What follows belongs to an exercise in optimizing a design on an open flow for small area, a short achievable clock period and few clock cycles per item; a production flow would make more cautious choices. The RTL was checked by simulation tests, not by an equivalence proof against the original design. No activity file was given, so power comes from the tool's default toggle rates.

==> inputs of run a <==
==> flow/design.v (excerpt) <==
module xarm_codec_b (
    input  wire        clk,
    input  wire        rst,
    input  wire        req_valid,
    output wire        req_ready,
    input  wire [7:0]  req_op,
    input  wire [7:0]  req_cmd,
    input  wire [7:0]  req_id,
    input  wire [8:0]  req_len,
    input  wire [15:0] req_a,
    input  wire [15:0] req_b,
    input  wire        in_valid,
    output wire        in_ready,
    input  wire [7:0]  in_data,
    output wire        out_valid,
    input  wire        out_ready,
    output wire [7:0]  out_data,
    output wire        out_last,
    output wire        resp_valid,
    input  wire        resp_ready,
    output wire [7:0]  resp_status,
    output wire [7:0]  resp_arg,
    output wire [15:0] resp_lo,
    output wire [15:0] resp_hi,
    output wire [7:0]  resp_reason,
    output wire [7:0]  resp_byte,
    output wire [7:0]  resp_plen,
    output wire [8:0]  resp_len
);
    localparam [7:0] OP_ENC     = 8'h10;
    localparam [7:0] OP_TEMPLIM = 8'h15;
    localparam [7:0] OP_DEC     = 8'h18;
    localparam [7:0] OP_CHK     = 8'h19;
    localparam [7:0] CMD_MOVE    = 8'd1;
    localparam [7:0] CMD_MOVEW   = 8'd7;
    localparam [7:0] CMD_ID_READ = 8'd14;
    localparam [7:0] CMD_ANGLIM  = 8'd20;
    localparam [7:0] CMD_VINLIM  = 8'd22;
    localparam [7:0] CMD_TEMPLIM = 8'd24;
    localparam [7:0] SIG = 8'h55;
    localparam [1:0] C_ENC = 2'd0;    
    localparam [1:0] C_DEC = 2'd1;
    localparam [1:0] C_CHK = 2'd2;
    localparam [1:0] C_REF = 2'd3;
    localparam I_IDLE   = 0;
    localparam I_GATHER = 1;     
    localparam I_DRAIN  = 2;     
    localparam I_H0     = 3;     
  ...
==> flow/config.mk <==
export PLATFORM = sky130hd
export DESIGN_NAME = xarm_codec_b
export DESIGN_NICKNAME = xarm_codec_b
export VERILOG_FILES = /design/flow/design.v
export SDC_FILE = /design/flow/constraint.sdc
export NUM_CORES = 4
export LEC_CHECK = 0
export CAP_MARGIN = 20
export CORE_MARGIN = 2
export CORE_UTILIZATION = 40
export SETUP_SLACK_MARGIN = 2.6
export SLEW_MARGIN = 20
==> flow/constraint.sdc <==
create_clock -name core_clock -period 5.0 [get_ports {clk}]
set_input_delay 1.0000 -clock core_clock [delete_from_list [all_inputs] [get_ports {clk}]]
set_output_delay 1.0000 -clock core_clock [all_outputs]
set_load 0.01 [all_outputs]
standard.sh (not shown) runs the stock make flow with config.mk's settings and CLKGATE_MAP_FILE= SYNTH_SCRIPT=/design/flow/synth_recipe.tcl, a recipe that flattens the netlist after the stock synthesis.
==> flow/flow/run.sh <==
#!/bin/bash
# The standard layout, with plain buf_1 cells as the port buffers (every input
# and output port still gets its own buffer; repair may resize them).
set -euo pipefail
bash standard.sh "BUFFER_PORTS_ARGS=-buffer_cell sky130_fd_sc_hd__buf_1" finish > standard_flow.log 2>&1
==> run b: changes against run a <==
--- a/flow/design.v
+++ b/flow/design.v
@@ -51,13 +51,14 @@
     localparam I_H3     = 6;
     localparam I_H4     = 7;
     localparam I_PAY    = 8;     
     localparam I_CSUM   = 9;     
     localparam I_RX     = 10;    
     localparam I_FIN    = 11;    
-    localparam NS       = 12;
+    localparam I_CHECK  = 12;    
+    localparam NS       = 13;
     localparam [NS-1:0] S_IDLE   = 1 << I_IDLE;
     localparam [NS-1:0] S_GATHER = 1 << I_GATHER;
     localparam [NS-1:0] S_DRAIN  = 1 << I_DRAIN;
     localparam [NS-1:0] S_H0     = 1 << I_H0;
     localparam [NS-1:0] S_PAY    = 1 << I_PAY;
     localparam [NS-1:0] S_CSUM   = 1 << I_CSUM;
@@ -104,31 +105,32 @@
     reg [7:0]  sum;         
     reg [7:0]  addq;        
     reg        len0;        
     reg        e_br, e_rs3;  
     reg [3:0]  kind;
     reg [4:0]  v_reg;       
+    reg        vfail_q;     
+    reg        idok, lenok, cmdok;    
     reg [1:0]  fcnt;
     reg [7:0]  fd0, fd1;
     reg        fl0, fl1;
     reg        ov;
     reg        rv, rvo;
     reg [1:0]  owed;        
     reg [3:0]  r_st;
     reg        r_s4, r_ff;
     reg [2:0]  r_arg;
-    reg        r_f56, r_f7, r_h1000, r_h30000, r_hib;
+    reg        r_f56, r_f7, r_h1000, r_h30000, r_hib;    
     reg        r_rb, r_rs3, r_rs11;
     reg [7:0]  r_byte;
     reg [8:0]  r_len;
     reg        req_ready_q, in_ready_q;
-    reg        pc_valid;
-    reg [NS-1:0] pq_st;
-    reg [1:0]  pq_cls;
-    reg        pq_typed, pq_pass, pq_payok, pq_ebr, pq_ers3, pq_len1;
-    reg [3:0]  pq_kind;
+    wire [NS-1:0] pq_st;
+    wire [1:0]    pq_cls;
+    wire          pq_typed, pq_pass, pq_payok, pq_ebr, pq_ers3, pq_len1;
+    wire [3:0]    pq_kind;
     assign req_ready   = req_ready_q;
     assign in_ready    = in_ready_q;
     assign out_valid   = ov;
     assign out_data    = fd0;
     assign out_last    = fl0;
     assign resp_valid  = rvo;
@@ -147,18 +149,19 @@
                          (req_op[2:0] == 3'd1 || req_op[2:0] == 3'd2) ? 4'b1000 :
                          (req_op[2:0] == 3'd3) ? 4'b0100 :
                          (req_op[2:0] == 3'd4) ? 4'b0010 : 4'b0001;
     wire [3:0] rc_kind = cmd_kind(req_cmd);
     wire       rc_bnd  = |rc_kind;
     wire [4:0] v_now   = validate(kind, a, b);    
-    wire a_gt1000 = (a > 16'd1000);
-    wire b_gt1000 = (b > 16'd1000);
-    wire vfail = (kind[3] && (a_gt1000 || b > 16'd30000)) ||
-                 (kind[2] && (a_gt1000 || b_gt1000 || a[9:0] > b[9:0])) ||
-                 (kind[1] && (a < 16'd4500 || a > 16'd12000 || b < 16'd4500 || b > 16'd12000)) ||
-                 (kind[0] && (a < 16'd50 || a > 16'd100));
+    wire vfail = vfail_q;
+    wire qa_gt1000 = (req_a > 16'd1000);
+    wire vfail_in = (op_kind[3] && (qa_gt1000 || req_b > 16'd30000)) ||
+                    (op_kind[2] && (qa_gt1000 || req_b > 16'd1000 || req_a[9:0] > req_b[9:0])) ||
+                    (op_kind[1] && (req_a < 16'd4500 || req_a > 16'd12000 ||
+                                    req_b < 16'd4500 || req_b > 16'd12000)) ||
+                    (op_kind[0] && (req_a < 16'd50 || req_a > 16'd100));
     reg [NS-1:0] d_state;
     reg [1:0] d_cls;
     reg       d_pass, d_ebr, d_ers3;
     always @(*) begin
         d_state = S_FIN; d_cls = C_REF; d_pass = 1'b0; d_ebr = 1'b0; d_ers3 = 1'b0;
         if (req_op == OP_ENC) begin
@@ -218,13 +221,13 @@
             default: ;
         endcase
     end
     wire push_h0 = st[I_H0] && push_ok && !vfail;
     wire push_a  = push || push_h0;
     wire plast = st[I_CSUM] || (st[I_RX] && nlast);
-    wire sum_en = (push_a && (st[I_H2] || st[I_H3] || st[I_H4] || st[I_PAY])) ||
+    wire sum_en = (push && (st[I_H2] || st[I_H3] || st[I_H4] || st[I_PAY])) ||
                   (st[I_RX] && in_fire && (cls == C_CHK || cnt >= 9'd2));
     wire done = !rv && (st[I_FIN] || (st[I_CSUM] && push_ok));
     reg [7:0] nst;
     reg [2:0] narg;
     reg       nhib, nrb, nrs3, nrs11;
     always @(*) begin
@@ -246,17 +249,17 @@
                     else if (len < 9'd2 || !sig_ok)
                         nst = 8'h05;
                     else if (len < 9'd6)
                         nst = 8'h07;
                     else if (addq != ~sum)         
                         nst = 8'h09;
-                    else if (cmd != CMD_ID_READ && a[7:0] != id)
+                    else if (cmd != CMD_ID_READ && !idok)
                         nst = 8'h06;
-                    else if ({1'b0, a[15:8]} + 9'd3 != len)
+                    else if (!lenok)
                         nst = 8'h07;
-                    else if (b[7:0] != cmd)
+                    else if (!cmdok)
                         nst = 8'h08;
                 end
                 C_CHK: ;
                 default: nst = 8'hFF;
             endcase
         end
@@ -275,17 +278,18 @@
         if (st[I_RX] && in_fire)
             dpay_n = pay_ok && (cnt >= 9'd4) && !nlast;
         if (st[I_PAY] && push) begin
             cnt_n = cnt1; lastq_n = nlast;
         end
         if (st[I_GATHER] && in_fire && lastq) begin
-            st_n[I_GATHER] = 1'b0; st_n[I_H0] = 1'b1;
+            st_n[I_GATHER] = 1'b0; st_n[I_CHECK] = 1'b1;
             cnt_n = 9'd0; lastq_n = (len == 9'd1);
         end
         if (st[I_DRAIN] && in_fire && lastq)  begin st_n[I_DRAIN] = 1'b0; st_n[I_FIN] = 1'b1; end
         if (st[I_RX] && in_fire && lastq)     begin st_n[I_RX] = 1'b0; st_n[I_FIN] = 1'b1; end
+        if (st[I_CHECK]) begin st_n[I_CHECK] = 1'b0; st_n[I_H0] = 1'b1; end
         if (st[I_H0] && vfail) begin st_n[I_H0] = 1'b0; st_n[I_FIN] = 1'b1; end
         if (push_ok) begin
             if (st[I_H0] && !vfail) begin st_n[I_H0] = 1'b0; st_n[I_H1] = 1'b1; end
             if (st[I_H1]) begin st_n[I_H1] = 1'b0; st_n[I_H2] = 1'b1; end
             if (st[I_H2]) begin st_n[I_H2] = 1'b0; st_n[I_H3] = 1'b1; end
             if (st[I_H3]) begin st_n[I_H3] = 1'b0; st_n[I_H4] = 1'b1; end
@@ -312,16 +316,24 @@
     wire [1:0] fcnt_x = {(fcnt[1] | (fcnt[0] & push)) & !out_ready,
                          (!fcnt[1] & !fcnt[0] & push) | (fcnt[0] & (push ~^ out_ready)) |
                          (fcnt[1] & out_ready)};
     wire       ov_n   = push_a | fcnt[1] | (fcnt[0] & !out_ready);
     wire       rv_n   = done ? 1'b1 : (rvo && resp_ready) ? 1'b0 : rv;
     wire [1:0] owed_n = done ? fcnt_x : (pop && owed != 2'd0) ? owed - 2'd1 : owed;
-    wire pc_valid_n = req_valid && !acc;
+    assign pq_kind  = typed ? op_kind : (req_op == OP_ENC) ? rc_kind : 4'd0;
+    assign pq_st    = d_state;
+    assign pq_cls   = d_cls;
+    assign pq_typed = typed;
+    assign pq_pass  = d_pass;
+    assign pq_ebr   = d_ebr;
+    assign pq_ers3  = d_ers3;
+    assign pq_payok = (req_op == OP_DEC) && (req_len >= 9'd6) && (req_len <= 9'd258);
+    assign pq_len1  = typed ? (req_op[2:0] == 3'd5) : (req_len == 9'd1);
     wire fin_take_n = acc ? (pq_st[I_FIN] && pq_cls != C_ENC) :
                       ((st[I_FIN] && !done) || (st[I_RX] && in_fire && lastq)) && cls != C_ENC;
-    wire req_ready_n = pc_valid_n && !rv_n && (st_n[I_IDLE] || (st_n[I_CSUM] && !fcnt_x[1]) || fin_take_n);
+    wire req_ready_n = !rv_n && (st_n[I_IDLE] || (st_n[I_CSUM] && !fcnt_x[1]) || fin_take_n);
     wire in_ready_n = st_n[I_GATHER] || st_n[I_DRAIN] ||
                       (st_n[I_PAY] && pass_n && !fcnt_x[1]) ||
                       (st_n[I_RX] && (!dpay_n || !fcnt_x[1]));
     always @(posedge clk) begin
         if (rst) begin
             st          <= S_IDLE;
@@ -329,23 +341,21 @@
             ov          <= 1'b0;
             rv          <= 1'b0;
             rvo         <= 1'b0;
             owed        <= 2'd0;
             req_ready_q <= 1'b0;
             in_ready_q  <= 1'b0;
-            pc_valid    <= 1'b0;
         end else begin
             st          <= st_n;
             fcnt        <= fcnt_n;
             ov          <= ov_n;
             rv          <= rv_n;
             rvo         <= rv_n && (owed_n == 2'd0);
             owed        <= owed_n;
             req_ready_q <= req_ready_n;
             in_ready_q  <= in_ready_n;
-            pc_valid    <= pc_valid_n;
         end
         if (fcnt == 2'd0 || (fcnt[0] && out_ready)) begin
             fd0 <= pdata; fl0 <= plast;
         end else if (fcnt[1] && out_ready) begin
             fd0 <= fd1; fl0 <= fl1;
         end
@@ -354,55 +364,51 @@
         end
         if (done) begin
             r_st     <= nst[3:0];
             r_s4     <= nst[4];
             r_ff     <= nst[7];
             r_arg    <= narg;
+            r_hib    <= nhib;
             r_f56    <= (narg == 3'd5) || (narg == 3'd6);
             r_f7     <= (narg == 3'd7);
             r_h1000  <= (narg == 3'd1 || narg == 3'd3 || narg == 3'd4) && !nhib;
             r_h30000 <= (narg == 3'd2);
-            r_hib    <= nhib;
             r_rb     <= nrb;
             r_rs3    <= nrs3;
             r_rs11   <= nrs11;
             r_byte   <= (cls == C_DEC) ? a[7:0] : ~sum_t;
             r_len    <= (cls == C_DEC) ? (len - 9'd6) : (len + 9'd6);
         end
-        pq_kind  <= typed ? op_kind : (req_op == OP_ENC) ? rc_kind : 4'd0;
-        pq_st    <= d_state;
-        pq_cls   <= d_cls;
-        pq_typed <= typed;
-        pq_pass  <= d_pass;
-        pq_ebr   <= d_ebr;
-        pq_ers3  <= d_ers3;
-        pq_payok <= (req_op == OP_DEC) && (req_len >= 9'd6) && (req_len <= 9'd258);
-        pq_len1  <= typed ? (req_op[2:0] == 3'd5) : (req_len == 9'd1);
         cnt   <= cnt_n;
         lastq <= lastq_n;
         dpay  <= dpay_n;
         addq <= sum_en ? pdata : 8'd0;
         sum  <= sum_t;
         len0 <= (len_n == 9'd0);
         if (st[I_H0])
             v_reg <= v_now;
+        if (st[I_CHECK])
+            vfail_q <= v_now[4];
         if (in_fire) begin
             if (st[I_GATHER]) begin
                 case (cnt[1:0])
                     2'd0:    a       <= {8'd0, in_data};
                     2'd1:    a[15:8] <= in_data;
                     2'd2:    b[7:0]  <= in_data;
                     default: b[15:8] <= in_data;
                 endcase
             end
             if (st[I_RX]) begin
                 if ((cnt == 9'd0 || cnt == 9'd1) && in_data != SIG)
                     sig_ok <= 1'b0;
-                if (cnt == 9'd2) a[7:0]  <= in_data;
-                if (cnt == 9'd3) a[15:8] <= in_data;
-                if (cnt == 9'd4) b[7:0]  <= in_data;
+                if (cnt == 9'd2) begin
+                    a[7:0] <= in_data;
+                    idok   <= (in_data == id);
+                end
+                if (cnt == 9'd3) lenok <= ({1'b0, in_data} + 9'd3 == len);
+                if (cnt == 9'd4) cmdok <= (in_data == cmd);
             end
         end
         if (acc) begin
             id     <= req_id;
             sum    <= 8'd0;
             addq   <= 8'd0;
@@ -412,12 +418,13 @@
             cls    <= pq_cls;
             pass   <= pq_pass;
             pay_ok <= pq_payok;
             e_br   <= pq_ebr;
             e_rs3  <= pq_ers3;
             kind   <= pq_kind;
+            vfail_q <= vfail_in;
             cmd    <= pq_typed ? ((req_op[2:0] == 3'd1) ? CMD_MOVE :
                                   (req_op[2:0] == 3'd2) ? CMD_MOVEW :
                                   (req_op[2:0] == 3'd3) ? CMD_ANGLIM :
                                   (req_op[2:0] == 3'd4) ? CMD_VINLIM : CMD_TEMPLIM) : req_cmd;
             len    <= len_n;
         end
SETUP_SLACK_MARGIN = 2.5   (was 2.6)
==> qor summary <==
Run status: run b timing/DRC/antenna clean; run a timing/DRC/antenna clean
Post-route design area: run b 13,770 sq um; run a 14,380 sq um
Maximum fanout along the worst path: run b 2; run a 9
Pin count of the biggest net entering global routing: run b 57; run a 60
Met1 Use GR: run b 34.09%; run a 32.66%
Cell internal pwr: run b 2808 uW; run a 2624 uW
Detailed-route wire length per cell: run b 21.18 um; run a 20.83 um
Required time of the critical path: run b 5160 ps; run a 5380 ps
Fraction of cell area in non-clock buffers: run b 8.504%; run a 11.93%
Wire length of the first global-routing pass: run b 57,460 um; run a 56,660 um
Well Taps: run b 384; run a 378
Worst hold path depth: run b 1; run a 0
Placed cell areas: run b 12,180 sq um; run a 12,090 sq um
Hold Crit Start: run b st[12]; run a pq_ers3
Number of clock sinks: run b 179; run a 191
Number of setup buffers added after CTS: run b 22; run a 94
Number of standard-cell rows in the floorplan: run b 62; run a 61
Worst setup slack after layout: run b 2289 ps; run a 2295 ps
Drt total wl: run b 38,840 um; run a 37,800 um
Testbench counts of run a, summed over its fixed seeds: cycles 27,544, items 3,200.
Testbench counts of run b, summed over its fixed seeds: cycles 27,536, items 3,200.

## re-timing with driven ports
The flow's constraints put no driver on any port. The routed layouts listed below were extracted and timed again, unchanged, in two steps.
Step 1 (the two cells are an assumption about what drives the block):
set clk [get_ports {clk}]
set_driving_cell -lib_cell sky130_fd_sc_hd__clkbuf_16 $clk
set_driving_cell -lib_cell sky130_fd_sc_hd__buf_2 [delete_from_list [all_inputs] $clk]
Step 2 moves the port delays by t, midway between the first and last clock arrival at a register: inputs arrive t later, outputs are due t later. That takes back most of the time a late clock gives input paths.
a / b / c = ideal / step 1 / step 2; a / b = the first two.
run | t (ns) | slack for setup (ns) | worst hold slack (ns) | slew at the worst register clock pin (ns)
run a | 0.491 | 2.295 / 2.295 / 2.125 | 0.406 / 0.406 / 0.406 | 0.08 / 0.08
run b | 0.489 | 2.289 / 2.289 / 2.058 | 0.445 / 0.445 / 0.445 | 0.08 / 0.08
After both steps every run listed still meets setup and hold. The setup slack of run b, which loses most, moves by 0.000 ns with the drivers and by -0.231 ns with both steps.
